This design comes from an exercise in tuning for small area, a short achievable clock period and few clock cycles per item on the open sky130 flow, not from production work. Where RTL was checked, it was by simulation tests only, not by an equivalence proof against the original. Function not checked in run 1: the RTL went through the layout flow alone.

==> flow/design.v <==
module aes_sbox_a (input wire [7:0] a, output wire [3:0] m, output wire [7:0] t);
  wire T4, T5, T7, T10, T11, T12, T13, T14, T15, T17, T18, T19, T21, T22, T23, T24, T25, T26, T27, M1, M2, M3, M4, M5, M6, M7, M8, M9, M10, M11, M12, M13, M14, M15, M16, M17, M18, M19, M20, M21, M22, M23, M24, M25, M26, M27, M28, M29, M30, M31, M32, M33, M34, M35, M36;
  sb_xor u_T1 (.a(a[7]), .b(a[4]), .y(t[7]));
  sb_xor u_T2 (.a(a[7]), .b(a[2]), .y(t[6]));
  sb_xor u_T3 (.a(a[7]), .b(a[1]), .y(t[5]));
  sb_xor u_T4 (.a(a[4]), .b(a[2]), .y(T4));
  sb_xor u_T5 (.a(a[3]), .b(a[1]), .y(T5));
  sb_xor u_T6 (.a(t[7]), .b(T5), .y(t[4]));
  sb_xor u_T7 (.a(a[6]), .b(a[5]), .y(T7));
  sb_xor u_T8 (.a(a[0]), .b(t[4]), .y(t[3]));
  sb_xor u_T9 (.a(a[0]), .b(T7), .y(t[2]));
  sb_xor u_T10 (.a(t[4]), .b(T7), .y(T10));
  sb_xor u_T11 (.a(a[6]), .b(a[2]), .y(T11));
  sb_xor u_T12 (.a(a[5]), .b(a[2]), .y(T12));
  sb_xor u_T13 (.a(t[5]), .b(T4), .y(T13));
  sb_xor u_T14 (.a(t[4]), .b(T11), .y(T14));
  sb_xor u_T15 (.a(T5), .b(T11), .y(T15));
  sb_xor u_T16 (.a(T5), .b(T12), .y(t[1]));
  sb_xor u_T17 (.a(t[2]), .b(t[1]), .y(T17));
  sb_xor u_T18 (.a(a[4]), .b(a[0]), .y(T18));
  sb_xor u_T19 (.a(T7), .b(T18), .y(T19));
  sb_xor u_T20 (.a(t[7]), .b(T19), .y(t[0]));
  sb_xor u_T21 (.a(a[1]), .b(a[0]), .y(T21));
  sb_xor u_T22 (.a(T7), .b(T21), .y(T22));
  sb_xor u_T23 (.a(t[6]), .b(T22), .y(T23));
  sb_xor u_T24 (.a(t[6]), .b(T10), .y(T24));
  sb_xor u_T25 (.a(t[0]), .b(T17), .y(T25));
  sb_xor u_T26 (.a(t[5]), .b(t[1]), .y(T26));
  sb_xor u_T27 (.a(t[7]), .b(T12), .y(T27));
  sb_nand u_M1 (.a(T13), .b(t[4]), .y(M1));
  sb_nand u_M2 (.a(T23), .b(t[3]), .y(M2));
  sb_xnor u_M3 (.a(T14), .b(M1), .y(M3));
  sb_nand u_M4 (.a(T19), .b(a[0]), .y(M4));
  sb_xor u_M5 (.a(M4), .b(M1), .y(M5));
  sb_nand u_M6 (.a(t[5]), .b(t[1]), .y(M6));
  sb_nand u_M7 (.a(T22), .b(t[2]), .y(M7));
  sb_xnor u_M8 (.a(T26), .b(M6), .y(M8));
  sb_nand u_M9 (.a(t[0]), .b(T17), .y(M9));
  sb_xor u_M10 (.a(M9), .b(M6), .y(M10));
  sb_nand u_M11 (.a(t[7]), .b(T15), .y(M11));
  sb_nand u_M12 (.a(T4), .b(T27), .y(M12));
  sb_xor u_M13 (.a(M12), .b(M11), .y(M13));
  sb_nand u_M14 (.a(t[6]), .b(T10), .y(M14));
  sb_xor u_M15 (.a(M14), .b(M11), .y(M15));
  sb_xnor u_M16 (.a(M3), .b(M2), .y(M16));
  sb_xor u_M17 (.a(M5), .b(T24), .y(M17));
  sb_xnor u_M18 (.a(M8), .b(M7), .y(M18));
  sb_xor u_M19 (.a(M10), .b(M15), .y(M19));
  sb_xor u_M20 (.a(M16), .b(M13), .y(M20));
  sb_xor u_M21 (.a(M17), .b(M15), .y(M21));
  sb_xor u_M22 (.a(M18), .b(M13), .y(M22));
  sb_xor u_M23 (.a(M19), .b(T25), .y(M23));
  sb_xnor u_M24 (.a(M22), .b(M23), .y(M24));
  sb_nand u_M25 (.a(M22), .b(M20), .y(M25));
  sb_xor u_M26 (.a(M21), .b(M25), .y(M26));
  sb_xnor u_M27 (.a(M20), .b(M21), .y(M27));
  sb_xor u_M28 (.a(M23), .b(M25), .y(M28));
  sb_nor u_M29 (.a(M28), .b(M27), .y(M29));
  sb_nor u_M30 (.a(M26), .b(M24), .y(M30));
  sb_nand u_M31 (.a(M20), .b(M23), .y(M31));
  sb_nor u_M32 (.a(M27), .b(M31), .y(M32));
  sb_xor u_M33 (.a(M27), .b(M25), .y(M33));
  sb_nand u_M34 (.a(M21), .b(M22), .y(M34));
  sb_nor u_M35 (.a(M24), .b(M34), .y(M35));
  sb_xor u_M36 (.a(M24), .b(M25), .y(M36));
  sb_xor u_M37 (.a(M21), .b(M29), .y(m[3]));
  sb_xor u_M38 (.a(M32), .b(M33), .y(m[2]));
  sb_xor u_M39 (.a(M23), .b(M30), .y(m[1]));
  sb_xor u_M40 (.a(M35), .b(M36), .y(m[0]));
endmodule
module aes_sbox_b (input wire [7:0] t, input wire [3:0] m, output wire [7:0] y);
  wire T4, T19, T22, T23, T13, U7, T27, T10, T17, T15, M41, M42, M43, M44, M45, M46, M47, M48, M49, M50, M51, M52, M53, M54, M55, M56, M57, M58, M59, M60, M61, M62, M63, L0, L1, L2, L3, L4, L5, L6, L7, L8, L9, L10, L11, L12, L13, L14, L15, L16, L17, L18, L19, L20, L21, L22, L23, L24, L25, L26, L27, L28, L29;
  sb_xor u_T4 (.a(t[7]), .b(t[6]), .y(T4));
  sb_xor u_T19 (.a(t[7]), .b(t[0]), .y(T19));
  sb_xor u_T22 (.a(t[5]), .b(t[0]), .y(T22));
  sb_xor u_T23 (.a(t[6]), .b(T22), .y(T23));
  sb_xor u_T13 (.a(t[5]), .b(T4), .y(T13));
  sb_xor u_U7 (.a(t[4]), .b(t[3]), .y(U7));
  sb_xor u_T27 (.a(t[4]), .b(t[1]), .y(T27));
  sb_xor u_T10 (.a(t[3]), .b(t[2]), .y(T10));
  sb_xor u_T17 (.a(t[2]), .b(t[1]), .y(T17));
  sb_xor u_T15 (.a(U7), .b(T17), .y(T15));
  sb_xor u_M41 (.a(m[2]), .b(m[0]), .y(M41));
  sb_xor u_M42 (.a(m[3]), .b(m[1]), .y(M42));
  sb_xor u_M43 (.a(m[3]), .b(m[2]), .y(M43));
  sb_xor u_M44 (.a(m[1]), .b(m[0]), .y(M44));
  sb_xor u_M45 (.a(M42), .b(M41), .y(M45));
  sb_nand u_M46 (.a(M44), .b(t[4]), .y(M46));
  sb_nand u_M47 (.a(m[0]), .b(t[3]), .y(M47));
  sb_nand u_M48 (.a(m[1]), .b(U7), .y(M48));
  sb_nand u_M49 (.a(M43), .b(t[1]), .y(M49));
  sb_nand u_M50 (.a(m[2]), .b(t[2]), .y(M50));
  sb_nand u_M51 (.a(m[3]), .b(T17), .y(M51));
  sb_nand u_M52 (.a(M42), .b(T15), .y(M52));
  sb_nand u_M53 (.a(M45), .b(T27), .y(M53));
  sb_nand u_M54 (.a(M41), .b(T10), .y(M54));
  sb_nand u_M55 (.a(M44), .b(T13), .y(M55));
  sb_nand u_M56 (.a(m[0]), .b(T23), .y(M56));
  sb_nand u_M57 (.a(m[1]), .b(T19), .y(M57));
  sb_nand u_M58 (.a(M43), .b(t[5]), .y(M58));
  sb_nand u_M59 (.a(m[2]), .b(T22), .y(M59));
  sb_nand u_M60 (.a(m[3]), .b(t[0]), .y(M60));
  sb_nand u_M61 (.a(M42), .b(t[7]), .y(M61));
  sb_nand u_M62 (.a(M45), .b(T4), .y(M62));
  sb_nand u_M63 (.a(M41), .b(t[6]), .y(M63));
  sb_xor u_L0 (.a(M61), .b(M62), .y(L0));
  sb_xor u_L1 (.a(M50), .b(M56), .y(L1));
  sb_xor u_L2 (.a(M46), .b(M48), .y(L2));
  sb_xor u_L3 (.a(M47), .b(M55), .y(L3));
  sb_xor u_L4 (.a(M54), .b(M58), .y(L4));
  sb_xor u_L5 (.a(M49), .b(M61), .y(L5));
  sb_xnor u_L6 (.a(M62), .b(L5), .y(L6));
  sb_xnor u_L7 (.a(M46), .b(L3), .y(L7));
  sb_xor u_L8 (.a(M51), .b(M59), .y(L8));
  sb_xor u_L9 (.a(M52), .b(M53), .y(L9));
  sb_xnor u_L10 (.a(M53), .b(L4), .y(L10));
  sb_xnor u_L11 (.a(M60), .b(L2), .y(L11));
  sb_xor u_L12 (.a(M48), .b(M51), .y(L12));
  sb_xnor u_L13 (.a(M50), .b(L0), .y(L13));
  sb_xor u_L14 (.a(M52), .b(M61), .y(L14));
  sb_xnor u_L15 (.a(M55), .b(L1), .y(L15));
  sb_xnor u_L16 (.a(M56), .b(L0), .y(L16));
  sb_xnor u_L17 (.a(M57), .b(L1), .y(L17));
  sb_xnor u_L18 (.a(M58), .b(L8), .y(L18));
  sb_xnor u_L19 (.a(M63), .b(L4), .y(L19));
  sb_xor u_L20 (.a(L0), .b(L1), .y(L20));
  sb_xor u_L21 (.a(L1), .b(L7), .y(L21));
  sb_xor u_L22 (.a(L3), .b(L12), .y(L22));
  sb_xor u_L23 (.a(L18), .b(L2), .y(L23));
  sb_xor u_L24 (.a(L15), .b(L9), .y(L24));
  sb_xor u_L25 (.a(L6), .b(L10), .y(L25));
  sb_xor u_L26 (.a(L7), .b(L9), .y(L26));
  sb_xor u_L27 (.a(L8), .b(L10), .y(L27));
  sb_xor u_L28 (.a(L11), .b(L14), .y(L28));
  sb_xor u_L29 (.a(L11), .b(L17), .y(L29));
  sb_xor u_S0 (.a(L6), .b(L24), .y(y[7]));
  sb_xnor u_S1 (.a(L16), .b(L26), .y(y[6]));
  sb_xnor u_S2 (.a(L19), .b(L28), .y(y[5]));
  sb_xor u_S3 (.a(L6), .b(L21), .y(y[4]));
  sb_xor u_S4 (.a(L20), .b(L22), .y(y[3]));
  sb_xor u_S5 (.a(L25), .b(L29), .y(y[2]));
  sb_xnor u_S6 (.a(L13), .b(L27), .y(y[1]));
  sb_xnor u_S7 (.a(L6), .b(L23), .y(y[0]));
endmodule
module sb_nand (input wire a, input wire b, output wire y);
  assign y = ~(a & b);
endmodule
module sb_nor (input wire a, input wire b, output wire y);
  assign y = ~(a | b);
endmodule
module sb_xnor (input wire a, input wire b, output wire y);
  assign y = ~(a ^ b);
endmodule
module sb_xor (input wire a, input wire b, output wire y);
  assign y = a ^ b;
endmodule
module aes128_ctr (
    input  wire         clk,
    input  wire         rst,
    input  wire         cmd_valid,
    output wire         cmd_ready,
    input  wire [2:0]   cmd_op,
    input  wire [4:0]   cmd_len,
    input  wire [127:0] cmd_data,
    output reg          res_valid,
    output reg          res_err,
    output reg  [127:0] res_data
);
  localparam OP_KEYEXP = 3'd0;
  localparam OP_ENCB   = 3'd1;
  localparam OP_SETCTR = 3'd2;
  localparam OP_CTRX   = 3'd3;
  localparam OP_CLR    = 3'd4;
  localparam NS = 20;           
  reg [127:0] key;
  reg         kvalid;
  reg [127:0] ctr;
  reg [128*NS-1:0] dt_all;      
  reg              s0_key;      
  reg              s0_set;      
  reg              s0_inc;      
  reg              s0_clr;      
  reg              s0_enc;      
  reg [127:0] ctr_inc;           
  wire [127:0] ctr_now    = s0_clr ? 128'd0 :
                            s0_set ? dt_all[0 +: 128] :
                            s0_inc ? ctr_inc : ctr;
  wire         kvalid_now = s0_key | (kvalid & ~s0_clr);
  always @(posedge clk) begin
    ctr     <= ctr_now;
    ctr_inc <= ctr_now + 128'd1;
    kvalid  <= kvalid_now;
    if (s0_key) key <= dt_all[0 +: 128];
  end
  reg         sk_v;         
  reg         rdy;          
  reg [19:0]  kstep;        
  assign cmd_ready = rdy;
  wire         in_v    = sk_v | cmd_valid;
  wire [2:0]   in_op   = sk_v ? OP_KEYEXP : cmd_op;
  wire [4:0]   in_len  = cmd_len;
  wire [127:0] in_data = sk_v ? dt_all[0 +: 128] : cmd_data;
  wire op_key   = (in_op == OP_KEYEXP);
  wire op_enc   = (in_op == OP_ENCB);
  wire op_set   = (in_op == OP_SETCTR);
  wire op_ctr   = (in_op == OP_CTRX);
  wire op_clr   = (in_op == OP_CLR);
  wire op_ill   = in_op[2] & (in_op[1] | in_op[0]);
  wire len_big  = in_len[4] & (|in_len[3:0]);
  wire len_zero = ~(|in_len);
  wire kc_busy = |kstep[18:0];
  wire stall   = op_key & kc_busy;
  wire go    = in_v & ~stall & ~rst;    
  wire enc_go   = op_enc & kvalid_now;
  wire ctr_go   = op_ctr & kvalid_now & ~len_big & ~len_zero;
  wire cmd_err  = op_ill | (op_enc & ~kvalid_now) | (op_ctr & (~kvalid_now | len_big));
  wire [4:0] cmd_keep = enc_go ? 5'd16 : (ctr_go ? in_len : 5'd0);
  always @(posedge clk) begin
    sk_v <= in_v & stall & ~rst;
    rdy  <= ~(in_v & stall & ~rst);
    s0_key <= go & op_key;
    s0_set <= go & op_set;
    s0_inc <= go & ctr_go;
    s0_clr <= rst | (go & op_clr);
    s0_enc <= op_enc;
  end
  reg  [127:0] kc;
  reg  [15:0]  kmid;         
  reg  [31:0]  klin;         
  wire [15:0]  kmid_d;
  wire [31:0]  klin_d;
  wire [31:0]  ksub;
  reg  [7:0]   rcon;
  wire         kwr = kstep[1] | kstep[3] | kstep[5] | kstep[7] | kstep[9] |
                     kstep[11] | kstep[13] | kstep[15] | kstep[17] | kstep[19];
  always @(*) begin
    rcon = 8'h00;
    if (kstep[1])  rcon = rcon | 8'h01;
    if (kstep[3])  rcon = rcon | 8'h02;
    if (kstep[5])  rcon = rcon | 8'h04;
    if (kstep[7])  rcon = rcon | 8'h08;
    if (kstep[9])  rcon = rcon | 8'h10;
    if (kstep[11]) rcon = rcon | 8'h20;
    if (kstep[13]) rcon = rcon | 8'h40;
    if (kstep[15]) rcon = rcon | 8'h80;
    if (kstep[17]) rcon = rcon | 8'h1b;
    if (kstep[19]) rcon = rcon | 8'h36;
  end
  wire [31:0] krot = {kc[23:0], kc[31:24]};
  genvar i;
  generate
    for (i = 0; i < 4; i = i + 1) begin : g_ksub
      aes_sbox_a u_a (.a(krot[31-8*i -: 8]), .m(kmid_d[15-4*i -: 4]), .t(klin_d[31-8*i -: 8]));
      aes_sbox_b u_b (.t(klin[31-8*i -: 8]), .m(kmid[15-4*i -: 4]), .y(ksub[31-8*i -: 8]));
    end
  endgenerate
  wire [31:0]  kt  = ksub ^ {rcon, 24'h000000};
  wire [31:0]  kp0 = kc[127:96];
  wire [31:0]  kp1 = kp0 ^ kc[95:64];
  wire [31:0]  kp2 = kp1 ^ kc[63:32];
  wire [31:0]  kp3 = kp2 ^ kc[31:0];
  wire [127:0] knext = {kp0 ^ kt, kp1 ^ kt, kp2 ^ kt, kp3 ^ kt};
  always @(posedge clk) begin
    kmid  <= kmid_d;
    klin  <= klin_d;
    kstep <= {kstep[18:0], go & op_key};
    if (!kc_busy)  kc <= in_data;
    else if (kwr)  kc <= knext;
  end
  reg [128*10-1:0] rk_all;
  integer kr;
  always @(posedge clk) begin
    for (kr = 1; kr <= 9; kr = kr + 1)
      if (kstep[2*kr]) rk_all[128*(kr-1) +: 128] <= kc;
    if (kstep[19]) rk_all[128*9 +: 128] <= knext;
  end
  reg [128*10-1:128] st_all;    
  reg [128*10-1:0] ht_all;      
  reg [64*10-1:0]  hm_all;      
  reg [NS-1:0]     v_all;       
  reg [NS-1:0]     e_all;       
  reg [NS-1:0]     c_all;       
  reg [5*NS-1:0]   k_all;       
  wire [128*10-1:0] ak_all;     
  wire [64*10-1:0]  ha_all;     
  wire [128*10-1:0] hl_all;     
  wire [128*9-1:0]  rnd_all;    
  assign ak_all[0 +: 128] = (s0_enc ? dt_all[0 +: 128] : ctr) ^ key;
  generate
    for (i = 2; i <= 10; i = i + 1) begin : g_ark
      assign ak_all[128*(i-1) +: 128] = st_all[128*(i-1) +: 128] ^ rk_all[128*(i-2) +: 128];
    end
    for (i = 1; i <= 10; i = i + 1) begin : g_half_a
      aes_round_a u_ra (
          .s(ak_all[128*(i-1) +: 128]),
          .m(ha_all[64*(i-1) +: 64]),
          .t(hl_all[128*(i-1) +: 128]));
    end
    for (i = 1; i <= 9; i = i + 1) begin : g_half_b
      aes_round_b u_rb (
          .t (ht_all[128*(i-1) +: 128]),
          .m (hm_all[64*(i-1) +: 64]),
          .y (rnd_all[128*(i-1) +: 128]));
    end
  endgenerate
  integer j;
  always @(posedge clk) begin
    for (j = 1; j <= 9; j = j + 1)
      st_all[128*j +: 128] <= rnd_all[128*(j-1) +: 128];
    ht_all <= hl_all;
    hm_all <= ha_all;
    dt_all[0 +: 128] <= in_data;
    v_all[0]         <= go;
    e_all[0]         <= cmd_err;
    c_all[0]         <= op_ctr;
    k_all[0 +: 5]    <= cmd_keep;
    for (j = 1; j < NS; j = j + 1) begin
      dt_all[128*j +: 128] <= dt_all[128*(j-1) +: 128];
      v_all[j]             <= v_all[j-1] & ~rst;
      e_all[j]             <= e_all[j-1];
      c_all[j]             <= c_all[j-1];
      k_all[5*j +: 5]      <= k_all[5*(j-1) +: 5];
    end
  end
  wire [127:0] last;
  aes_last_round_b u_last (
      .t (ht_all[128*9 +: 128]),
      .m (hm_all[64*9 +: 64]),
      .rk(rk_all[128*9 +: 128]),
      .y (last));
  wire [4:0]   keep_l = k_all[5*(NS-1) +: 5];
  reg  [127:0] keep_mask;
  integer b;
  always @(*) begin
    for (b = 0; b < 16; b = b + 1)
      keep_mask[127-8*b -: 8] = (b < keep_l) ? 8'hff : 8'h00;
  end
  always @(posedge clk) begin
    res_valid <= v_all[NS-1] & ~rst;
    res_err   <= e_all[NS-1];
    res_data  <= (last ^ (dt_all[128*(NS-1) +: 128] & {128{c_all[NS-1]}})) & keep_mask;
  end
endmodule
module aes_round_a (
    input  wire [127:0] s,
    output wire [63:0]  m,
    output wire [127:0] t
);
  genvar i;
  generate
    for (i = 0; i < 16; i = i + 1) begin : g_sub
      aes_sbox_a u_sbox (.a(s[127-8*i -: 8]), .m(m[63-4*i -: 4]), .t(t[127-8*i -: 8]));
    end
  endgenerate
endmodule
module aes_round_b (
    input  wire [127:0] t,
    input  wire [63:0]  m,
    output wire [127:0] y
);
  wire [127:0] sb;
  wire [127:0] sr;
  wire [127:0] mc;
  genvar i, c;
  generate
    for (i = 0; i < 16; i = i + 1) begin : g_sub
      aes_sbox_b u_sbox (.t(t[127-8*i -: 8]), .m(m[63-4*i -: 4]), .y(sb[127-8*i -: 8]));
    end
    for (i = 0; i < 16; i = i + 1) begin : g_shift
      assign sr[127-8*i -: 8] = sb[127-8*((i % 4) + 4*(((i / 4) + (i % 4)) % 4)) -: 8];
    end
    for (c = 0; c < 4; c = c + 1) begin : g_mix
      aes_mix_column u_mix (.a(sr[127-32*c -: 32]), .b(mc[127-32*c -: 32]));
    end
  endgenerate
  assign y = mc;
endmodule
module aes_mix_column (
    input  wire [31:0] a,
    output wire [31:0] b
);
  wire [31:0] t;     
  wire [31:0] xt;    
  wire [31:0] u;     
  genvar i, k;
  generate
    for (i = 0; i < 4; i = i + 1) begin : g_byte
      for (k = 0; k < 8; k = k + 1) begin : g_bit
        sb_xor u_t (.a(a[31-8*i-7+k]), .b(a[31-8*((i+1)%4)-7+k]), .y(t[31-8*i-7+k]));
        sb_xor u_u (.a(a[31-8*((i+1)%4)-7+k]), .b(t[31-8*((i+2)%4)-7+k]), .y(u[31-8*i-7+k]));
        sb_xor u_b (.a(xt[31-8*i-7+k]), .b(u[31-8*i-7+k]), .y(b[31-8*i-7+k]));
        if (k == 1 || k == 3 || k == 4) begin : g_red
          sb_xor u_x (.a(t[31-8*i-7+k-1]), .b(t[31-8*i]), .y(xt[31-8*i-7+k]));
        end else if (k == 0) begin : g_lsb
          assign xt[31-8*i-7] = t[31-8*i];
        end else begin : g_shl
          assign xt[31-8*i-7+k] = t[31-8*i-7+k-1];
        end
      end
    end
  endgenerate
endmodule
module aes_last_round_b (
    input  wire [127:0] t,
    input  wire [63:0]  m,
    input  wire [127:0] rk,
    output wire [127:0] y
);
  wire [127:0] sb;
  wire [127:0] sr;
  genvar i;
  generate
    for (i = 0; i < 16; i = i + 1) begin : g_sub
      aes_sbox_b u_sbox (.t(t[127-8*i -: 8]), .m(m[63-4*i -: 4]), .y(sb[127-8*i -: 8]));
    end
    for (i = 0; i < 16; i = i + 1) begin : g_shift
      assign sr[127-8*i -: 8] = sb[127-8*((i % 4) + 4*(((i / 4) + (i % 4)) % 4)) -: 8];
    end
  endgenerate
  assign y = sr ^ rk;
endmodule
==> flow/flow/run.sh <==
#!/bin/bash
set -euo pipefail
SETUP_MARGIN=6.3
bash standard.sh SETUP_SLACK_MARGIN=$SETUP_MARGIN finish > standard_flow.log 2>&1
==> flow/standard.sh <==
#!/bin/bash
# synth_recipe.tcl (not shown) runs the flow's synth.tcl, then flattens the netlist and writes it again
# the make line also repeats each setting of config.mk as NAME=value (left out here)
make -C /OpenROAD-flow-scripts/flow DESIGN_CONFIG=/design/flow/config.mk WORK_HOME=/design/flow/orfs CLKGATE_MAP_FILE= SYNTH_SCRIPT=/design/flow/synth_recipe.tcl "${@:-finish}"
==> flow/config.mk <==
export PLATFORM = sky130hd
export DESIGN_NAME = aes128_ctr
export DESIGN_NICKNAME = aes128_ctr
export VERILOG_FILES = /design/flow/design.v
export SDC_FILE = /design/flow/constraint.sdc
export NUM_CORES = 8
export LEC_CHECK = 0
export CAP_MARGIN = 20
export CORE_MARGIN = 2
export CORE_UTILIZATION = 50
export CTS_CLUSTER_DIAMETER = 100
export CTS_CLUSTER_SIZE = 20
export PLACE_DENSITY = 0.6
export SETUP_SLACK_MARGIN = 5
export SLEW_MARGIN = 20
export SYNTH_HIERARCHICAL = 1
==> flow/constraint.sdc <==
create_clock -name core_clock -period 10.0 [get_ports {clk}]
set_input_delay 2.0000 -clock core_clock [delete_from_list [all_inputs] [get_ports {clk}]]
set_output_delay 2.0000 -clock core_clock [all_outputs]
set_load 0.01 [all_outputs]
==> run_results.csv, run 1 <==
group,metric,value,unit
status,status,"finished with violations",
status,check.faults,"antenna rules",
synth,ys_ff_latch,7789,
critical_path,crit_fanout,4,
min_path,min_from,"dt_all[1774]",
sta,setup_slack,6210,ps
floorplan,core,0.806,sq mm
drt,wl_per_cell,27.0,um
cts,clk_path_buf_depth,4,
grt,grt-ovfl-total,0,
grt,grt_max_degree,109,
critical_path,crit_type,"register to register",
critical_path,critical_path_arrival,4690,ps
cts,cts.sinks,7789,
sta,finalSetupViolCount,0,
drt,vias,253000,
critical_path,cp.required,10900,ps
floorplan,rows,330,
drt,drc,0,
drt,finalWirelength,1370,mm
cts,cts_tree,"yes",
min_path,hp-class,"register to register",
place,hpwl,1090,mm
sta,setup_tns,0,ps
critical_path,critPathMostFrequentCell,"xor2_1",
critical_path,end_kind,"register",
cts,ctsHoldBuffers,0,
synth,synth_cell_types,59,
job,cap_violations,0,
synth,ys.flop_type,"dfxtp_1",
grt,antenna_found_initial,230,
cts,ctsHtreeMaxLevel,5,
synth,ys_async_sr_fraction,0,%
cts,cts_root_buf,"clkbuf_16",
drt,drtIter0Drc,20000,
synth,synth_area,0.404,sq mm
grt,grt_use_total,32.4,%
floorplan,start_util,50.1,%
sta,hold_violations,0,
layout,layout_commonest_cell,"xor2_1",
critical_path,cp-startpoint,"hm_all[567]",
floorplan,die_h,903,um
layout,area_delta_synth_final,13.6,%
sta,timing.fmax,0.264,GHz
sta,slew_headroom,16.4,%
sta,timing.hold.ws,225,ps
sta,worstMarginPinSlew,1250,ps
cts,path_clk_slew,90,ps
layout,fin_nets,39500,
synth,synthesis.nets,38100,
place,gp_congestion,0.989,
critical_path,path_cells,"xor2_1 > nand2_1 > xor2_1 > xnor2_4 > xnor2_2 > xor2_1 > xor2_1 > xor2_1",
synth,synth.top_cell.area_share,41.6,%
synth,yosysSeqAreaShare,42.4,%
critical_path,rr_startpoint,"hm_all[567]",
synth,postSynthCellCount,38000,
sta,clock_skew,155,ps
synth,synth_edf_count,1536,
synth,yosysWarnings,7,
sta,slew_violations,0,
critical_path,max_stage_delay,840,ps
cts,numCtsBuffers,451,
sta,layout_min_cycle_time,3790,ps
grt,grt_pass1_wl,1870,mm
sta,finalCritPeriodShare,37.9,%
synth,synth_area_leaders,"xor2_1 42%, dfxtp_1 31%, edfxtp_1 11%",
synth,syn_area_per_cell,10.6,sq um
place,dp_slack,4670,ps
grt,grt_pass1_vias,250000,
floorplan,dieWidth,903,um
drt,drt_pass1_iterations,6,
sta,rsz0062_at_grt,"true",
synth,synth_area_leader_cell,"xor2_1",
floorplan,dieArea,0.815,sq mm
drt,ant_nets,3,
floorplan,io_pins,270,
critical_path,slowest_stage,"xnor2_2",
layout,drive_above_1_share,9.96,%
critical_path,crit_path_start_kind,"register",
drt,drt-vias-per-instance,4.96,
cts,clock_latency,1210,ps
place,io_buffers,269,
layout,final_cell_mix,"17.7k x xor2_1, 6115 x dfxtp_1, 5195 x nand2_1",
registers in the layout, summed over array words and instances, names as in the netlist, 32 cells and up:
name / flops
ctr_inc: 128
rk_all: 1280
hm_all: 640
dt_all: 2560
st_all: 1152
key: 128
klin: 32
res_data: 128
k_all: 100
kc: 128
ht_all: 1280
ctr: 128
worst max-delay path, delay by kind of cell (launching register included):
| family | cells | cell delay [ps] |
|---|---|---|
| xor gates and xnor gates | 7 | 2970 |
| DFF | 1 | 420 |
| and+or+nand+nor | 1 | 180 |
final cells by class:
class	instances	area (sq um)
fill	69700	347000
multi-input combinational	29900	249000
sequential	7789	172000
tap	10800	13500
clock buffer	659	12500
timing repair buffer	1133	10000
antenna	467	1170
clock inverter	83	1110
inverter	97	377
logic make-up after synthesis:
kind of cell | after synthesis | share of synthesized area [%]
DFF | 7789 | 42.4
muxes | 423 | 1.10
and+or+nand+nor | 6547 | 6.45
AOI/OAI and AO/OA | 211 | 0.494
adders and majority gates | 1 | 0.00310
xor gates and xnor gates | 22700 | 49.3
buffers and inverters | 237 | 0.277
Yosys stat by module (local to each module, per instance), excerpt:
module,cells,times used,flops+latches,cell area [sq um]
sb_xnor,1,3280,0,8.76
aes_last_round_b,128,1,0,1120
sb_nand,1,4920,0,3.75
sb_xor,1,17700,0,8.76
aes128_ctr,11300,1,7789,199000
sb_nor,1,656,0,3.75
cells in the mapped netlist, types with 4 or more instances:
master and number:
o21ai_0 34, buf_1 15, nand3_1 61, nand4_1 51
nand3_2 6, inv_1 93, nor4_4 6, nand2_1 5216
a211oi_2 92, a21oi_1 38, clkbuf_1 82, buf_6 8
or3_1 5, xnor2_1 3531, and2_1 16, dfxtp_1 6253
nand4_2 12, nor2b_1 145, nor4_2 27, mux2_2 167
a211oi_1 17, a211o_1 6, buf_8 6, nor3_1 57
mux2i_1 256, buf_2 18, or2_2 4, nor2_1 877
edfxtp_1 1536, xor2_1 19200, inv_2 4, nor4_1 37
a211oi_4 10, buf_4 8
worst paths after layout:
| check | to | depth (start not counted) | slack, ps |
|---|---|---|---|
| setup / recovery | st_all[1208] | 8 | 6210 |
| setup reg to reg | st_all[1208] | 8 | 6210 |
| hold reg to reg | dt_all[1902] | 0 | 220 |
| hold / removal | dt_all[1902] | 0 | 220 |
stage by stage:
stage / util [%] / instance area, sq um / std cells
final: 56.9 / 459000 / 50900
after global routing: 56.8 / 458000 / 50600
after CTS: 55.2 / 445000 / 50200
after detailed placement: 52.6 / 424000 / 49300
after global placement: 52.6 / 424000 / 49300
after floorplan: - / 404000 / 38000
layer usage:
layer	global-route usage [%]	routed length, um	vias to the layer above
met5	0	75	-
met4	23.6	120000	10
met3	3.77	72300	2349
met2	53.6	643000	7961
met1	39.0	538000	123000
li1	-	-	119000
timing repair:
| item | 4_1_cts | 5_1_grt |
|---|---|---|
| gates cloned | 2 | 7 |
| endpoints found under the setup margin | 844 | 953 |
| pin swaps | 104 | 212 |
| resized for setup | 1510 | 1342 |
| buffers inserted | 163 | 263 |
==> inputs of run 2 (changes only) <==
--- a/flow/design.v
+++ b/flow/design.v
@@ -180,7 +180,6 @@
   reg              s0_set;      
   reg              s0_inc;      
   reg              s0_clr;      
-  reg              s0_enc;      
   reg [127:0] ctr_inc;           
   wire [127:0] ctr_now    = s0_clr ? 128'd0 :
                             s0_set ? dt_all[0 +: 128] :
@@ -188,7 +187,9 @@
   wire         kvalid_now = s0_key | (kvalid & ~s0_clr);
   always @(posedge clk) begin
     ctr     <= ctr_now;
-    ctr_inc <= ctr_now + 128'd1;
+    ctr_inc <= s0_clr ? 128'd1 :
+               s0_set ? dt_all[0 +: 128] + 128'd1 :
+               s0_inc ? ctr_inc + 128'd1 : ctr_inc;
     kvalid  <= kvalid_now;
     if (s0_key) key <= dt_all[0 +: 128];
   end
@@ -222,7 +223,6 @@
     s0_set <= go & op_set;
     s0_inc <= go & ctr_go;
     s0_clr <= rst | (go & op_clr);
-    s0_enc <= op_enc;
   end
   reg  [127:0] kc;
   reg  [15:0]  kmid;         
@@ -274,7 +274,7 @@
       if (kstep[2*kr]) rk_all[128*(kr-1) +: 128] <= kc;
     if (kstep[19]) rk_all[128*9 +: 128] <= knext;
   end
-  reg [128*10-1:128] st_all;    
+  reg [128*10-1:0] st_all;      
   reg [128*10-1:0] ht_all;      
   reg [64*10-1:0]  hm_all;      
   reg [NS-1:0]     v_all;       
@@ -285,7 +285,7 @@
   wire [64*10-1:0]  ha_all;     
   wire [128*10-1:0] hl_all;     
   wire [128*9-1:0]  rnd_all;    
-  assign ak_all[0 +: 128] = (s0_enc ? dt_all[0 +: 128] : ctr) ^ key;
+  assign ak_all[0 +: 128] = st_all[0 +: 128] ^ key;
   generate
     for (i = 2; i <= 10; i = i + 1) begin : g_ark
       assign ak_all[128*(i-1) +: 128] = st_all[128*(i-1) +: 128] ^ rk_all[128*(i-2) +: 128];
@@ -305,6 +305,7 @@
   endgenerate
   integer j;
   always @(posedge clk) begin
+    st_all[0 +: 128] <= op_enc ? in_data : ctr_now;
     for (j = 1; j <= 9; j = j + 1)
       st_all[128*j +: 128] <= rnd_all[128*(j-1) +: 128];
     ht_all <= hl_all;
==> flow/flow/run.sh (replaced) <==
#!/bin/bash
set -euo pipefail
SETUP_MARGIN=6.5
bash standard.sh SETUP_SLACK_MARGIN=$SETUP_MARGIN MAX_REPAIR_ANTENNAS_ITER_DRT=15 finish > standard_flow.log 2>&1
--- a/flow/config.mk
+++ b/flow/config.mk
@@ -7,10 +7,10 @@
 export LEC_CHECK = 0
 export CAP_MARGIN = 20
 export CORE_MARGIN = 2
-export CORE_UTILIZATION = 50
+export CORE_UTILIZATION = 55
 export CTS_CLUSTER_DIAMETER = 100
 export CTS_CLUSTER_SIZE = 20
-export PLACE_DENSITY = 0.6
+export PLACE_DENSITY = 0.65
 export SETUP_SLACK_MARGIN = 5
 export SLEW_MARGIN = 20
 export SYNTH_HIERARCHICAL = 1
==> run_results.csv, run 2 <==
group,metric,value,unit
cts,cts.sinks,7916,
cts,clock_latency,1230,ps
status,check.faults,"antenna rules",
sta,timing.fmax,0.274,GHz
cts,clk_path_buf_depth,4,
grt,grt_pass1_vias,256000,
cts,ctsHtreeMaxLevel,5,
drt,drc,0,
min_path,hold_path_depth,0,
sta,hold_violations,0,
floorplan,dieArea,0.755,sq mm
floorplan,io_pins,270,
critical_path,cp_num_buf_inv,1,
grt,antenna_found_initial,241,
synth,ys.flop_type,"dfxtp_1",
layout,drive_above_1_share,10.1,%
place,hpwl,1020,mm
synth,synth_area,0.412,sq mm
cts,path_clk_slew,80,ps
job,cap_violations,0,
drt,finalWirelength,1320,mm
grt,grt_pass1_wl,1820,mm
synth,synth_edf_count,1536,
sta,slew_violations,0,
drt,drt_pass1_iterations,8,
synth,synth.top_cell.area_share,41.2,%
layout,fin_nets,40500,
sta,clock_skew,190,ps
synth,syn_area_per_cell,10.5,sq um
place,gp_congestion,0.993,
drt,drt-vias-per-instance,5.19,
sta,layout_min_cycle_time,3660,ps
synth,yosysWarnings,7,
synth,synth_cell_types,74,
critical_path,path_cells,"buf_6",
min_path,hp-class,"register to register",
layout,area_delta_synth_final,14.1,%
cts,cts_tree,"yes",
synth,ys_ff_latch,7916,
sta,worstMarginPinSlew,1380,ps
place,io_buffers,269,
synth,synth_commonest_cells,"19.4k x xor2_1, 6380 x dfxtp_1, 5337 x nand2_1, 3440 x xnor2_1, 1536 x edfxtp_1",
status,status,"finished with violations",
critical_path,cp.required,8000,ps
synth,ys_async_sr_fraction,0,%
critical_path,end_kind,"primary output",
layout,fill_cells,60600,
sta,finalCritPeriodShare,36.6,%
sta,slew_headroom,7.28,%
critical_path,slowest_stage,"dfxtp_2",
layout,final_cell_mix,"17.3k x xor2_1, 6240 x dfxtp_1, 5330 x nand2_1",
critical_path,max_stage_delay,340,ps
critical_path,crit_type,"register to primary output",
cts,numCtsBuffers,455,
sta,finalSetupViolCount,0,
floorplan,rows,317,
critical_path,path_depth,1,
critical_path,crit_path_start_kind,"register",
critical_path,reg2regPathDepth,9,
synth,postSynthCellCount,39200,
critical_path,critical_path_arrival,1660,ps
cts,ctsHoldBuffers,0,
floorplan,die_h,869,um
cts,cts_root_buf,"clkbuf_16",
synth,synth_area_leaders,"xor2_1 41%, dfxtp_1 31%, edfxtp_1 11%",
drt,ant_nets,1,
layout,regMostFlops,"dt_all",
synth,synth_area_leader_cell,"xor2_1",
layout,fin_util,63.0,%
critical_path,crit_fanout,1,
sta,setup_tns,0,ps
layout,largest_reg_flops,2560,
synth,yosysSeqAreaShare,42.2,%
floorplan,dieWidth,869,um
synth,synthesis.nets,39400,
floorplan,core,0.745,sq mm
synth,synthMostInstantiatedCell,"xor2_1",
grt,grt_max_degree,136,
layout,layout_commonest_cell,"xor2_1",
grt,grt-ovfl-total,0,
sta,rsz0062_at_grt,"true",
drt,wl_per_cell,25.9,um
floorplan,start_util,55.2,%
drt,drtIter0Drc,23800,
drt,vias,265000,
critical_path,critPathTopFamily,"flip-flops",
grt,grt_use_total,33.5,%
## run 2: layout make-up
| type | instances | area (sq um) | area share, % |
|---|---|---|---|
| clock inverters | 79 | 1090 | 0.231 |
| repair buffers | 947 | 8680 | 1.85 |
| clock buffers | 691 | 12500 | 2.65 |
| multi-input cells | 31000 | 259000 | 55.2 |
| well taps | 9889 | 12400 | 2.64 |
| inverters | 96 | 363 | 0.0773 |
| flip-flops and latches | 7916 | 174000 | 37.1 |
| diodes | 586 | 1470 | 0.312 |
## run 2: path summary, 6_finish.rpt
kind,from,end,slack [ps]
setup / recovery,res_data[61],res_data[61],6340
hold / removal,dt_all[715],dt_all[843],190
setup reg to reg,hm_all[639],res_data[122],6410
hold reg to reg,dt_all[715],dt_all[843],190
## run 2: timing repair
action                                  4_1_cts  5_1_grt
setup buffers                                60      242
pin swaps                                    33      254
resized for setup                          1743     1862
gates cloned                                  4        3
endpoints found under the setup margin     1154     1347
## run 2: cell families (layout without fill, tap and decap cells)
logic type / after synthesis / in the layout / share of synthesized area, %
AOI/OAI and AO/OA: 522 / 522 / 0.794
xor gates and xnor gates: 22800 / 22800 / 48.5
adders and majority gates: 1 / 1 / 0.00304
buffers and inverters: 340 / 1813 / 0.329
DFF: 7916 / 7916 / 42.2
muxes: 431 / 431 / 1.13
other: 0 / 586 / 0
and+or+nand+nor: 7194 / 7195 / 6.96
## run 2: routing by layer
layer | track usage, % | part of all wire, %
met2 | 52.0 | 45
met1 | 44.0 | 41
met3 | 6.43 | 8.1
met4 | 18.9 | 5.8
met5 | 0 | 0.017
## run 2: stage by stage
step                cells  area (sq um)  hold slack (ps)  setup WS [ps]
finish              51200        470000              188           6340
global route        50800        469000              215           6310
CTS                 50300        451000              202           6280
detailed placement  49500        429000              312           5190
global placement    49500        429000              310           5050
floorplan           39200        412000              310           5910
## run 2: Yosys stat by module, one instance, submodules excluded, a selection
module | cells | copies in the design
sb_nor | 1 | 656
sb_nand | 1 | 4920
aes_last_round_b | 128 | 1
sb_xnor | 1 | 3280
sb_xor | 1 | 17700
aes128_ctr | 12600 | 1
Testbench counts of run 2, summed over its fixed seeds: cycles 1,128, blocks 896.
==> inputs of run 3 (changes only) <==
--- a/flow/config.mk
+++ b/flow/config.mk
@@ -7,10 +7,10 @@
 export LEC_CHECK = 0
 export CAP_MARGIN = 20
 export CORE_MARGIN = 2
-export CORE_UTILIZATION = 55
+export CORE_UTILIZATION = 50
 export CTS_CLUSTER_DIAMETER = 100
 export CTS_CLUSTER_SIZE = 20
-export PLACE_DENSITY = 0.65
+export PLACE_DENSITY = 0.7
 export SETUP_SLACK_MARGIN = 5
 export SLEW_MARGIN = 20
 export SYNTH_HIERARCHICAL = 1
==> run_results.csv, run 3 <==
group,metric,value,unit
status,status,"complete, no violations",
layout,final_cell_mix,"17.4k x xor2_1, 6247 x dfxtp_1, 5329 x nand2_1",
layout,fill_cells,69200,
place,placed_cell_area,0.430,sq mm
layout,layout_commonest_cell,"xor2_1",
sta,rsz0062_at_grt,"true",
drt,drc,0,
floorplan,die_h,911,um
critical_path,end_kind,"primary output",
drt,finalWirelength,1310,mm
sta,finalSetupViolCount,0,
synth,ys_async_sr_fraction,0,%
cts,numCtsBuffers,458,
layout,largest_reg_flops,2560,
drt,drt-vias-per-instance,5.07,
place,hpwl,1010,mm
floorplan,io_pins,270,
drt,ant_nets,0,
cts,ctsHoldBuffers,0,
synth,synthesis.nets,39400,
synth,yosysSeqAreaShare,42.2,%
critical_path,crit_path_start_kind,"register",
synth,synth_cell_types,74,
cts,path_clk_slew,90,ps
critical_path,cp_num_buf_inv,1,
layout,design_area,0.470,sq mm
sta,finalCritPeriodShare,37.3,%
cts,cts_root_buf,"clkbuf_16",
layout,area_delta_synth_final,14.2,%
critical_path,crit_fanout,1,
synth,synth_commonest_cells,"19.4k x xor2_1, 6380 x dfxtp_1, 5337 x nand2_1, 3440 x xnor2_1, 1536 x edfxtp_1",
cts,clk_path_buf_depth,4,
sta,timing.fmax,0.268,GHz
synth,ys.flop_type,"dfxtp_1",
synth,synth_area_leader_cell,"xor2_1",
drt,vias,265000,
synth,synth_area,0.412,sq mm
cts,clock_latency,1200,ps
layout,regMostFlops,"dt_all",
critical_path,max_stage_delay,480,ps
min_path,hp-class,"register to register",
synth,synth_area_leaders,"xor2_1 41%, dfxtp_1 31%, edfxtp_1 11%",
critical_path,critical_path_arrival,1730,ps
grt,grt_use_total,30.0,%
job,cap_violations,0,
layout,drive_above_1_share,9.77,%
floorplan,rows,333,
floorplan,dieWidth,911,um
critical_path,crit_type,"register to primary output",
floorplan,dieArea,0.830,sq mm
critical_path,slowest_stage,"dfxtp_4",
cts,cts_tree,"yes",
grt,grt_pass1_wl,1820,mm
synth,postSynthCellCount,39200,
place,gp_congestion,0.970,
place,io_buffers,269,
synth,synth_edf_count,1536,
sta,setup_slack,6270,ps
synth,ys_ff_latch,7916,
sta,setup_tns,0,ps
synth,synth.top_cell.area_share,41.2,%
place,dp_slack,4630,ps
grt,grt_pass1_vias,257000,
floorplan,core,0.821,sq mm
sta,worstMarginPinSlew,1310,ps
critical_path,path_cells,"buf_6",
sta,layout_min_cycle_time,3730,ps
floorplan,start_util,50.1,%
cts,cts.sinks,7916,
synth,yosysWarnings,7,
sta,clock_skew,135,ps
synth,synthMostInstantiatedCell,"xor2_1",
grt,grt_max_degree,133,
layout,fin_nets,40500,
synth,syn_area_per_cell,10.5,sq um
sta,slew_violations,0,
drt,wl_per_cell,25.2,um
critical_path,cp.required,8000,ps
critical_path,critPathTopFamily,"flip-flops",
sta,slew_headroom,11.8,%
drt,drt_pass1_iterations,7,
grt,antenna_found_initial,228,
grt,grt-ovfl-total,0,
drt,drtIter0Drc,24900,
sta,hold_violations,0,
cts,ctsHtreeMaxLevel,5,
## run 3: cell counts after synthesis
No cell type changed its count.
## run 3: timing repair
item	CTS	global route
pin swaps	45	236
gates resized for setup	1676	1771
gates cloned	3	7
setup endpoints to repair	1264	1426
buffers inserted	100	173
## run 3: logic make-up (layout without fill, tap and decap cells)
| kind of cell | Yosys count | after routing | share of synthesized area (%) |
|---|---|---|---|
| xor+xnor | 22800 | 22800 | 48.5 |
| simple gates | 7194 | 7195 | 6.96 |
| other cells | 0 | 601 | 0 |
| buf+inv | 340 | 1774 | 0.329 |
| fa+ha+maj | 1 | 1 | 0.00304 |
| compound gates | 522 | 522 | 0.794 |
| flops | 7916 | 7916 | 42.2 |
| mux | 431 | 431 | 1.13 |
## run 3: path summary, 6_finish.rpt
check / startpoint / endpoint / slack (ps) / cells past startpoint
hold reg to reg: dt_all[2259] / dt_all[2387] / 220 / 0
setup / recovery: res_data[122] / res_data[122] / 6270 / 1
setup reg to reg: hm_all[375] / st_all[811] / 6420 / 9
hold / removal: dt_all[2259] / dt_all[2387] / 220 / 0
## run 3: per-stage QoR
step | cells | utilization (%) | hold WS [ps]
floorplan | 39200 | - | 310
global placement | 50500 | 52.3 | 310
detailed placement | 50500 | 52.3 | 312
CTS | 51400 | 55.1 | 211
global route | 51800 | 57.1 | 212
finish | 52100 | 57.2 | 222
## run 3: per-module statistics from Yosys, one instance, submodules excluded, excerpt
module / cells / area [sq um] / copies in the design
aes128_ctr: 12600 / 206000 / 1
aes_last_round_b: 128 / 1120 / 1
sb_xnor: 1 / 8.76 / 3280
sb_xor: 1 / 8.76 / 17700
sb_nand: 1 / 3.75 / 4920
sb_nor: 1 / 3.75 / 656
## run 3: cell type report
class                      instances  area [sq um]  share of cell area (%)
sequential                      7916        174000                    37.1
tap                            10900         13600                    2.90
timing repair buffer             897          8350                    1.78
clock buffer                     700         12800                    2.72
clock inverter                    81          1030                   0.220
multi-input combinational      31000        258000                    54.9
antenna                          601          1500                   0.320
inverter                          96           360                  0.0767
## run 3: layer usage
metal  track usage [%]  part of all wire, %  routed length, um  vias up
li1                  -                    -                  -   123000
met1              39.6                   42             546000   129000
met2              47.5                   46             605000     9644
met3              4.41                  7.0              92600     2143
met4              16.4                  5.4              71100       22
met5                 0                0.012                159        -
==> inputs of run 4 (changes only) <==
--- a/flow/config.mk
+++ b/flow/config.mk
@@ -10,7 +10,7 @@
 export CORE_UTILIZATION = 50
 export CTS_CLUSTER_DIAMETER = 100
 export CTS_CLUSTER_SIZE = 20
-export PLACE_DENSITY = 0.7
+export PLACE_DENSITY = 0.6
 export SETUP_SLACK_MARGIN = 5
 export SLEW_MARGIN = 20
 export SYNTH_HIERARCHICAL = 1
==> run_results.csv, run 4 <==
group,metric,value,unit
layout,largest_reg_flops,2560,
place,hpwl,1040,mm
drt,ant_nets,0,
cts,cts.sinks,7916,
min_path,min_to,"dt_all[930]",
layout,fill_cells,70300,
sta,worstMarginPinSlew,1250,ps
floorplan,core,0.821,sq mm
sta,clock_skew,187,ps
critical_path,crit_type,"register to primary output",
synth,synth_cell_types,74,
status,status,"complete, no violations",
floorplan,dieWidth,911,um
critical_path,slowest_stage,"dfxtp_1",
grt,grt_max_degree,136,
sta,timing.fmax,0.271,GHz
synth,synth.top_cell.area_share,41.2,%
synth,synth_edf_count,1536,
min_path,min_from,"dt_all[802]",
synth,synthMostInstantiatedCell,"xor2_1",
synth,synth_fa_ha_area_share,0.00304,%
layout,layout_commonest_cell,"xor2_1",
synth,synthesis.nets,39400,
drt,drtIter0Drc,23300,
layout,drive_above_1_share,10.2,%
grt,antenna_found_initial,255,
drt,drt_pass1_iterations,7,
sta,layout_min_cycle_time,3690,ps
cts,numCtsBuffers,468,
layout,final_cell_mix,"17.3k x xor2_1, 6249 x dfxtp_1, 5326 x nand2_1",
synth,synth_simple_gate_area_share,6.96,%
critical_path,cp_num_buf_inv,1,
synth,synth_area_leaders,"xor2_1 41%, dfxtp_1 31%, edfxtp_1 11%",
min_path,hold_path_depth,0,
cts,ctsHoldBuffers,0,
cts,ctsHtreeMaxLevel,5,
layout,regArea,0.174,sq mm
sta,rsz0062_at_grt,"true",
layout,fin_nets,40500,
critical_path,path_cells,"buf_2",
floorplan,dieArea,0.830,sq mm
place,gp_congestion,0.970,
synth,ys.flop_type,"dfxtp_1",
critical_path,r2r_end,"res_data[15]",
drt,drc,0,
place,io_buffers,269,
synth,synth_top_family_by_area,"XOR/XNOR gates",
synth,synth_commonest_cells,"19.4k x xor2_1, 6380 x dfxtp_1, 5337 x nand2_1, 3440 x xnor2_1, 1536 x edfxtp_1",
synth,syn_area_per_cell,10.5,sq um
grt,grt-ovfl-total,0,
critical_path,end_kind,"primary output",
grt,grt_use_total,30.9,%
synth,synth_compound_area_share,0.794,%
critical_path,r2r_slack,6410,ps
drt,wl_per_cell,25.8,um
sta,finalSetupViolCount,0,
layout,regMostFlops,"dt_all",
synth,synth_area_leader_cell,"xor2_1",
drt,drt-vias-per-instance,5.03,
grt,grt_pass1_wl,1860,mm
floorplan,rows,333,
critical_path,cp.required,8000,ps
critical_path,max_stage_delay,310,ps
sta,finalCritPeriodShare,36.9,%
sta,hold_violations,0,
synth,yosysWarnings,7,
synth,synth_mux_area_share,1.13,%
cts,cts_tree,"yes",
synth,postSynthCellCount,39200,
critical_path,crit_path_start_kind,"register",
drt,vias,263000,
synth,yosysSeqAreaShare,42.2,%
critical_path,critPathTopFamily,"flip-flops",
layout,multiInputGateArea,0.259,sq mm
sta,timing.hold.ws,242,ps
floorplan,start_util,50.1,%
min_path,hp-class,"register to register",
layout,area_delta_synth_final,14.5,%
synth,ys_async_sr_fraction,0,%
cts,path_clk_slew,80,ps
grt,grt_pass1_vias,257000,
synth,ys_ff_latch,7916,
cts,clk_path_buf_depth,4,
drt,finalWirelength,1340,mm
cts,cts_root_buf,"clkbuf_16",
cts,clock_latency,1260,ps
critical_path,crit_fanout,1,
sta,slew_violations,0,
synth,synth_area,0.412,sq mm
critical_path,critical_path_arrival,1690,ps
floorplan,die_h,911,um
critical_path,reg2regPathDepth,10,
critical_path,rr_startpoint,"ht_all[1229]",
sta,setup_tns,0,ps
synth,synth_xor_area_share,48.5,%
floorplan,io_pins,270,
job,cap_violations,0,
sta,slew_headroom,16.3,%
-- run 4: cell counts after synthesis --
Identical to the previous run, type by type.
-- run 4: cells by family (layout without fill, tap and decap cells) --
logic type,Yosys count,after routing
AO/OA/AOI/OAI,522,522
flip-flops,7916,7916
adder cells (fa/ha/maj),1,1
AND/OR/NAND/NOR,7194,7195
buffers and inverters,340,1856
XOR/XNOR,22800,22800
multiplexers,431,431
other,0,599
-- run 4: layout make-up --
cell class,count,area share [%]
multi-input combinational,31000,54.9
timing repair buffer,966,1.86
antenna,599,0.318
tap,10900,2.89
sequential,7916,36.9
inverter,96,0.0767
clock buffer,690,2.71
clock inverter,104,0.324
-- run 4: timing repair --
action / 4_1_cts / 5_1_grt
pin swaps: 37 / 251
setup endpoints to repair: 1181 / 1381
gates cloned: 4 / 7
setup buffers: 85 / 221
gates resized for setup: 1692 / 1807
-- run 4: how the worst max path moves through the flow --
stage	startpoint	end	slack, ps	cells after the start
final	res_err	res_err	6310	1
after global routing	rdy	cmd_ready	6250	1
after CTS	rdy	cmd_ready	6200	1
after detailed placement	s0_set	ctr_inc[113]	4770	9
after global placement	s0_set	ctr_inc[113]	4830	9
after floorplan	s0_set	ctr_inc[74]	5910	22
-- run 4: layer usage --
metal / up-vias / wire length, um / GRT usage (%)
met2: 8511 / 623000 / 49.6
met5: - / 220 / 0
met1: 129000 / 569000 / 41.4
met4: 30 / 61600 / 14.4
li1: 123000 / - / -
met3: 1864 / 90400 / 4.26
-- run 4: modules after synthesis (local to each module, per instance), a selection --
module	cells inside	flops+latches	times used	area, sq um
aes128_ctr	12600	7916	1	206000
aes_last_round_b	128	0	1	1120
sb_nand	1	0	4920	3.75
sb_nor	1	0	656	3.75
sb_xnor	1	0	3280	8.76
sb_xor	1	0	17700	8.76
-- run 4: per-stage QoR --
stage                     instances  util (%)  area [sq um]  setup slack, ps
after global placement        50500      52.4        430000             4830
after detailed placement      50500      52.4        430000             4770
after CTS                     51400      55.1        453000             6200
after floorplan               39200         -        412000             5910
final                         52200      57.4        471000             6310
after global routing          51800      57.3        470000             6250
==> inputs of run 5 (changes only) <==
--- a/flow/config.mk
+++ b/flow/config.mk
@@ -9,7 +9,7 @@
 export CORE_MARGIN = 2
 export CORE_UTILIZATION = 50
 export CTS_CLUSTER_DIAMETER = 100
-export CTS_CLUSTER_SIZE = 20
+export CTS_CLUSTER_SIZE = 25
 export PLACE_DENSITY = 0.6
 export SETUP_SLACK_MARGIN = 5
 export SLEW_MARGIN = 20
==> run_results.csv, run 5 <==
group,metric,value,unit
synth,synth_fa_ha_area_share,0.00304,%
grt,grt_max_degree,136,
cts,numCtsBuffers,408,
cts,cts.sinks,7916,
sta,rsz0062_at_grt,"true",
drt,finalWirelength,1340,mm
sta,finalCritPeriodShare,36.6,%
floorplan,dieArea,0.830,sq mm
layout,layout_commonest_cell,"xor2_1",
critical_path,end_kind,"primary output",
critical_path,crit_path_start_kind,"register",
critical_path,reg2regPathDepth,10,
synth,synth_mux_area_share,1.13,%
synth,synth_compound_area_share,0.794,%
synth,ys_async_sr_fraction,0,%
place,io_buffers,269,
synth,yosysSeqAreaShare,42.2,%
cts,ctsHoldBuffers,0,
layout,final_cell_mix,"17.3k x xor2_1, 6244 x dfxtp_1, 5328 x nand2_1",
layout,drive_above_1_share,10.2,%
critical_path,crit_fanout,1,
floorplan,dieWidth,911,um
synth,synthMostInstantiatedCell,"xor2_1",
critical_path,critPathTopFamily,"flip-flops",
layout,multiInputGateArea,0.259,sq mm
critical_path,critical_path_arrival,1660,ps
drt,wl_per_cell,25.8,um
grt,grt_use_total,30.8,%
cts,clock_latency,1210,ps
layout,fin_util,57.3,%
sta,timing.fmax,0.273,GHz
drt,drc,0,
synth,synth_area,0.412,sq mm
critical_path,cp_num_buf_inv,1,
floorplan,io_pins,270,
job,cap_violations,0,
grt,grt-ovfl-total,0,
drt,drtIter0Drc,23100,
status,status,"complete, no violations",
layout,largest_reg_flops,2560,
sta,layout_min_cycle_time,3660,ps
layout,fill_cells,70400,
critical_path,slowest_stage,"dfxtp_1",
sta,hold_violations,0,
sta,clock_skew,159,ps
min_path,hold_path_depth,0,
floorplan,core,0.821,sq mm
layout,area_delta_synth_final,14.4,%
synth,synthesis.nets,39400,
cts,cts_tree,"yes",
sta,setup_tns,0,ps
sta,finalSetupViolCount,0,
synth,ys.flop_type,"dfxtp_1",
synth,synth_xor_area_share,48.5,%
grt,grt_pass1_wl,1850,mm
place,gp_congestion,0.970,
synth,synth_area_leaders,"xor2_1 41%, dfxtp_1 31%, edfxtp_1 11%",
synth,synth_top_family_by_area,"XOR/XNOR gates",
drt,ant_nets,0,
synth,synth_commonest_cells,"19.4k x xor2_1, 6380 x dfxtp_1, 5337 x nand2_1, 3440 x xnor2_1, 1536 x edfxtp_1",
place,hpwl,1040,mm
synth,yosysWarnings,7,
cts,path_clk_slew,100,ps
grt,antenna_found_initial,267,
layout,regArea,0.174,sq mm
cts,ctsHtreeMaxLevel,5,
layout,regMostFlops,"dt_all",
min_path,hp-class,"register to register",
floorplan,start_util,50.1,%
sta,slew_headroom,14.3,%
synth,postSynthCellCount,39200,
drt,drt_pass1_iterations,8,
critical_path,path_depth,1,
layout,fin_nets,40500,
synth,synth_edf_count,1536,
synth,synth_area_leader_cell,"xor2_1",
synth,synth.top_cell.area_share,41.2,%
critical_path,path_cells,"buf_2",
synth,ys_ff_latch,7916,
floorplan,die_h,911,um
drt,vias,263000,
sta,slew_violations,0,
critical_path,cp.required,8000,ps
drt,drt-vias-per-instance,5.04,
cts,clk_path_buf_depth,4,
sta,worstMarginPinSlew,1280,ps
synth,synth_cell_types,74,
cts,cts_root_buf,"clkbuf_16",
synth,syn_area_per_cell,10.5,sq um
critical_path,max_stage_delay,330,ps
critical_path,crit_type,"register to primary output",
grt,grt_pass1_vias,256000,
floorplan,rows,333,
synth,synth_simple_gate_area_share,6.96,%
-- run 5: cell types whose count changed in the layout (fill, tap and decap cells not counted), sizes merged --
cell / change
clkinv: +16
bufinv: -4
clkinvlp: +4
buf: +3
bufbuf: +1
inv: +34
diode: +22
clkbuf: -140
-- run 5: cell families after synthesis --
group / count (synthesis)
AND/OR/NAND/NOR: 7194
adder cells (fa/ha/maj): 1
multiplexers: 431
AO/OA/AOI/OAI: 522
XOR/XNOR: 22800
buffers and inverters: 340
flip-flops: 7916
-- run 5: final timing paths --
path             endpoint    startpoint  slack, ps
min reg2reg  dt_all[1148]  dt_all[1020]        200
max           res_data[0]   res_data[0]       6340
max reg2reg  ctr_inc[127]        s0_set       6520
min          dt_all[1148]  dt_all[1020]        200
-- run 5: metal layers --
layer	global-route usage, %	share of wire, %	up-vias
met4	14.5	4.6	62
li1	-	-	123000
met2	49.4	46	8759
met1	41.1	42	129000
met3	4.58	6.7	2004
met5	0	0.031	-
-- run 5: through the flow --
| step | area, sq um | setup WS (ps) | hold WS, ps | cells |
|---|---|---|---|---|
| CTS | 452000 | 6230 | 219 | 51300 |
| floorplan | 412000 | 5910 | 310 | 39200 |
| global route | 470000 | 6280 | 236 | 51800 |
| global placement | 430000 | 4830 | 310 | 50500 |
| detailed placement | 430000 | 4770 | 312 | 50500 |
| finish | 471000 | 6340 | 199 | 52200 |
-- run 5: modules after synthesis, one instance, submodules excluded, a selection --
module / flip-flops and latches / cells inside / area [sq um]
aes128_ctr: 7916 / 12600 / 206000
aes_last_round_b: 0 / 128 / 1120
sb_nand: 0 / 1 / 3.75
sb_nor: 0 / 1 / 3.75
sb_xnor: 0 / 1 / 8.76
sb_xor: 0 / 1 / 8.76
-- run 5: area by class of cell --
type | count | share of cell area [%]
Tap cell | 10900 | 2.89
Sequential cell | 7916 | 37.0
Multi-Input combinational cell | 31000 | 55.0
Inverter | 96 | 0.0768
Clock buffer | 550 | 2.34
Timing Repair Buffer | 970 | 1.90
Clock inverter | 154 | 0.465
Antenna cell | 621 | 0.330
-- run 5: repair_timing --
item / in CTS / in global routing
gates cloned: 5 / 8
endpoints found under the setup margin: 1164 / 1442
gates resized for setup: 1708 / 1834
pin swaps: 38 / 237
setup buffers: 90 / 218

[port drivers added, routing unchanged]
How much do the figures lean on ideal ports? The routed layouts below were timed once more, with nothing changed but the port constraints. Step 1 (the two cells are an assumption about what drives the block):
set clk [get_ports {clk}]
set_driving_cell -lib_cell sky130_fd_sc_hd__clkbuf_16 $clk
set_driving_cell -lib_cell sky130_fd_sc_hd__buf_2 [delete_from_list [all_inputs] $clk]
Step 2, shift: input delay + t, output delay - t, t = (earliest + latest rising clock arrival at the registers) / 2. This alone moves slack from input paths to output paths. Three values: no drivers, after step 1, after step 2; two values: the first two.
run	shift t [ns]	setup WS [ns]	latest minus earliest clock arrival (ns)
run 1	1.292	6.210 / 6.089 / 5.908	0.163 / 0.163
run 2	1.288	6.344 / 6.185 / 5.346	0.209 / 0.208
run 3	1.263	6.265 / 6.121 / 5.699	0.155 / 0.155
run 4	1.310	6.314 / 6.154 / 5.782	0.222 / 0.222
run 5	1.290	6.342 / 6.181 / 5.792	0.173 / 0.174
For run 2, which loses most, drivers alone change the setup slack by -0.159 ns; drivers and shift together by -0.998 ns.
